Source: an optimization exercise on an open RTL-to-GDS flow (aim: small area, a short achievable clock period and few clock cycles per item). Production flows keep margins and buffers that such runs may drop. In this exercise RTL edits were held to simulation tests only and were not proved equivalent to the original. Power figures rest on the tool's default switching activity, not on a simulated workload.

Setup of run A:
Design bitcrush_core, start of the top module:
module bitcrush_core (
    input  wire        clk,
    input  wire        rst,
    input  wire        cmd_valid,
    output reg         cmd_ready,
    input  wire [31:0] cmd_data,
    output reg         rsp_valid,
    output wire [31:0] rsp_data
);
For scale: about 330 flip-flops, about 69 I/O pins.
clock: 12.0 ns
lec_check: 0
abc_area: 1
cap_margin: 20
core_margin: 2
core_utilization: 40
slew_margin: 20
synth_memory_max_bits: 8192
standard.sh (not shown) runs the stock make flow with config.mk's settings and CLKGATE_MAP_FILE= SYNTH_SCRIPT=/design/flow/synth_recipe.tcl, a recipe that flattens the netlist after the stock synthesis.
==> flow/flow/run.sh <==
#!/bin/bash
set -euo pipefail
bash standard.sh SETUP_SLACK_MARGIN=6.5 finish > standard.log 2>&1
Run A completed every stage of the flow, and the final layout passed the timing, design-rule and antenna checks.
Testbench counts of run A, summed over its fixed seeds: cycles 10,149, items 6,288.
#### Input delta (run B over run A)
Settings: a deleted ABC_AREA that had been 1; an added CTS_BUF_LIST of sky130_fd_sc_hd__clkbuf_4 sky130_fd_sc_hd__clkbuf_8.
==> flow/flow/run.sh <==
#!/bin/bash
set -euo pipefail
bash standard.sh SETUP_SLACK_MARGIN=7 finish > standard.log 2>&1
### Flow results
Max final worst setup slack across run A and run B: run A. Number of cells in the finished layout apart from fillers, run A and run B: larger value in run A. Arrival time of data at the critical path endpoint sits higher in run B than in run A. Count of cells along the worst register-to-register path down 15% in run B wrt run A. Power went up by a few percent going from run A to run B. Of run A and run B, run A shows the lower mux contribution to synthesized area, with run B above it. Of run B and run A, it is run B that has the lower switching share of total power. Run A reports its combinational family with the most area after synthesis as simple AND/OR/NAND/NOR gates while run B reports compound AO/OA/AOI/OAI gates. Final cell area: run B above run A.
### run B -> run C
Settings: removing CTS_BUF_LIST (formerly sky130_fd_sc_hd__clkbuf_4 sky130_fd_sc_hd__clkbuf_8); setting ABC_AREA to 1 for the first time; setting TNS_END_PERCENT to 10 for the first time.
==> flow/flow/run.sh <==
#!/bin/bash
set -euo pipefail
bash standard.sh SETUP_SLACK_MARGIN=8 finish > standard.log 2>&1
Non-clock buffer count (higher): run C. Going from run B to run C, final cell count increased by 8.8% relative to the old numbers; critical path depth up 50%; utilization of the core after routing shows an increase of 3.5 points. Die area, run C and run B: smaller value in run C. Compared with run B, run C shows a higher worst stage delay on the critical path. Comparing run C and run B, the lower combinational fraction of design power was measured on run B. Run B → run C: effective utilization at floorplan flat; maximum number of pins on one net before global-route repair shows a reduction of 16; maximum frequency up 24%; post-synthesis area per instance lost 10%.
diff inputs: run C => run D
Settings: clearing TNS_END_PERCENT, which used to be 10; clearing ABC_AREA, which used to be 1.
==> flow/flow/run.sh <==
#!/bin/bash
set -euo pipefail
bash standard.sh SETUP_SLACK_MARGIN=7 finish > standard.log 2>&1
Results
Looking at total power, run D sits about 12% lower than run C does.
Number of nets at the end of the flow of run D falls short of that of run C by more than 10%.
[compare] base=run C new=run D: routed wire length -12000 µm, area of the multi-input gates +about 1.7%, cell depth of the worst setup path -about 27%, critical path buffer and inverter count -11, sequential fraction of design power +2.5 points.
The following lists how run E was set up differently from run D:
Settings: TNS_END_PERCENT now 10, previously not set.
[summary]
- Compared with run D, in run E post-route cell area shrank by about 2.2%; share of total power in sequential cells shows an increase of 1.2 points; clock power held steady.
- Between run D and run E, the share of the clock period used by the worst path after layout does not differ in any meaningful way.
- Run E has cell depth of the worst setup path below what run D had.
- Comparing run D with run E, the minimum period implied by the final worst setup slack came out essentially unchanged.


bitcrush_core again, from the RTL that the note above started with.
==> flow/design.v (excerpt) <==
module bitcrush_core (
    input  wire        clk,
    input  wire        rst,
    input  wire        cmd_valid,
    output reg         cmd_ready,
    input  wire [31:0] cmd_data,
    output reg         rsp_valid,
    output wire [31:0] rsp_data
);
Settings: LEC_CHECK=0, ABC_AREA=1, CAP_MARGIN=20, CORE_MARGIN=2, CORE_UTILIZATION=40, SLEW_MARGIN=20, SYNTH_MEMORY_MAX_BITS=8192, TNS_END_PERCENT=10; clock period 12.0 ns.
==> flow/flow/run.sh <==
#!/bin/bash
set -euo pipefail
bash standard.sh SETUP_SLACK_MARGIN=7.5 finish > standard.log 2>&1
The first run completed without violations.
Testbench counts at the start, summed over its fixed seeds: cycles 10,149, items 6,288.
Next try:
==> flow/flow/run.sh (replaced) <==
#!/bin/bash
set -euo pipefail
bash standard.sh SETUP_SLACK_MARGIN=7 finish > standard.log 2>&1
TNS_END_PERCENT = not set   (was 10)
After rerunning:
- utilization drops by 1.9 points
- final area drops by about 4%
- wire length drops by about 4%
- hold slack degrades by 12 ps
- count of clock-buffer cells in the layout climbs by 5
- global-route usage drops by 0.91 points
- via count drops by 1.4%
- setup slack degrades by 290 ps


## v1
Starting RTL as in the previous note.
Settings: LEC_CHECK=0, CAP_MARGIN=20, CORE_MARGIN=2, CORE_UTILIZATION=60, PLACE_DENSITY=0.75, SLEW_MARGIN=20, SYNTH_MEMORY_MAX_BITS=8192; clock period 12.0 ns.
==> flow/flow/run.sh <==
#!/bin/bash
set -euo pipefail
bash standard.sh SETUP_SLACK_MARGIN=7 finish > standard.log 2>&1
Testbench counts of v1, summed over its fixed seeds: cycles 10,149, items 6,288.
For v14, these inputs were changed with respect to v1:
# v1
export LEC_CHECK = 0
export CAP_MARGIN = 20
export CORE_MARGIN = 2
export CORE_UTILIZATION = 60
export PLACE_DENSITY = 0.75
export SLEW_MARGIN = 20
export SYNTH_MEMORY_MAX_BITS = 8192
create_clock -name core_clock -period 12.0 [get_ports {clk}]
# v14
export LEC_CHECK = 0
export ABC_AREA = 1
export CAP_MARGIN = 20
export CORE_MARGIN = 2
export CORE_UTILIZATION = 40
export SLEW_MARGIN = 20
export SYNTH_MEMORY_MAX_BITS = 8192
export TNS_END_PERCENT = 10
create_clock -name core_clock -period 12.0 [get_ports {clk}]
==> run notes <==
Compared with v1, v14 instantiates a larger number of standard cells. Where peak ir drop on the vdd network is concerned, v1 is outperformed by v14. On longest individual stage delay on the worst path, v14 and v1 are basically level. Re met3 wirelength from detailed routing: v14 is about 20% down on v1. In the tables for v14 and v1, final cycle utilization of the critical path reads higher with v1.

-- static timing again, ports no longer ideal --
How much do the figures lean on ideal ports? The routed layouts below were timed once more, with nothing changed but the port constraints.
Step 1: set_driving_cell puts a clkbuf_16 on clk and a buf_2 on each other input, an assumption about the parent block.
Step 2 also shifts input and output timing later by t, the mid clock arrival at the registers, as if the neighbouring blocks saw the same clock.
Slacks: no drivers / after step 1 / after step 2; pairs: no drivers / after step 1.
| run | shift t [ns] | slack for setup (ns) | pins driven straight from the clock port |
|---|---|---|---|
| run A | 0.645 | 6.795 / 6.795 / 6.795 | 1 |
| run B | 0.732 | 6.420 / 6.420 / 6.420 | 1 |
| run C | 0.647 | 7.516 / 7.516 / 7.062 | 1 |
| run D | 0.617 | 6.416 / 6.416 / 6.416 | 1 |
| run E | 0.625 | 6.416 / 6.416 / 6.416 | 1 |
| the first run of note 2 | 0.645 | 7.477 / 7.477 / 6.981 | 1 |
| the second run of note 2 | 0.645 | 7.191 / 7.191 / 6.996 | 1 |
| v1 | 0.635 | 6.479 / 6.479 / 6.479 | 1 |
| v14 | 0.647 | 7.166 / 7.166 / 6.993 | 1 |
After both steps setup and hold are still met in every run listed. For the first run of note 2, which loses most, drivers alone change the setup slack by 0.000 ns; drivers and shift together by -0.496 ns.
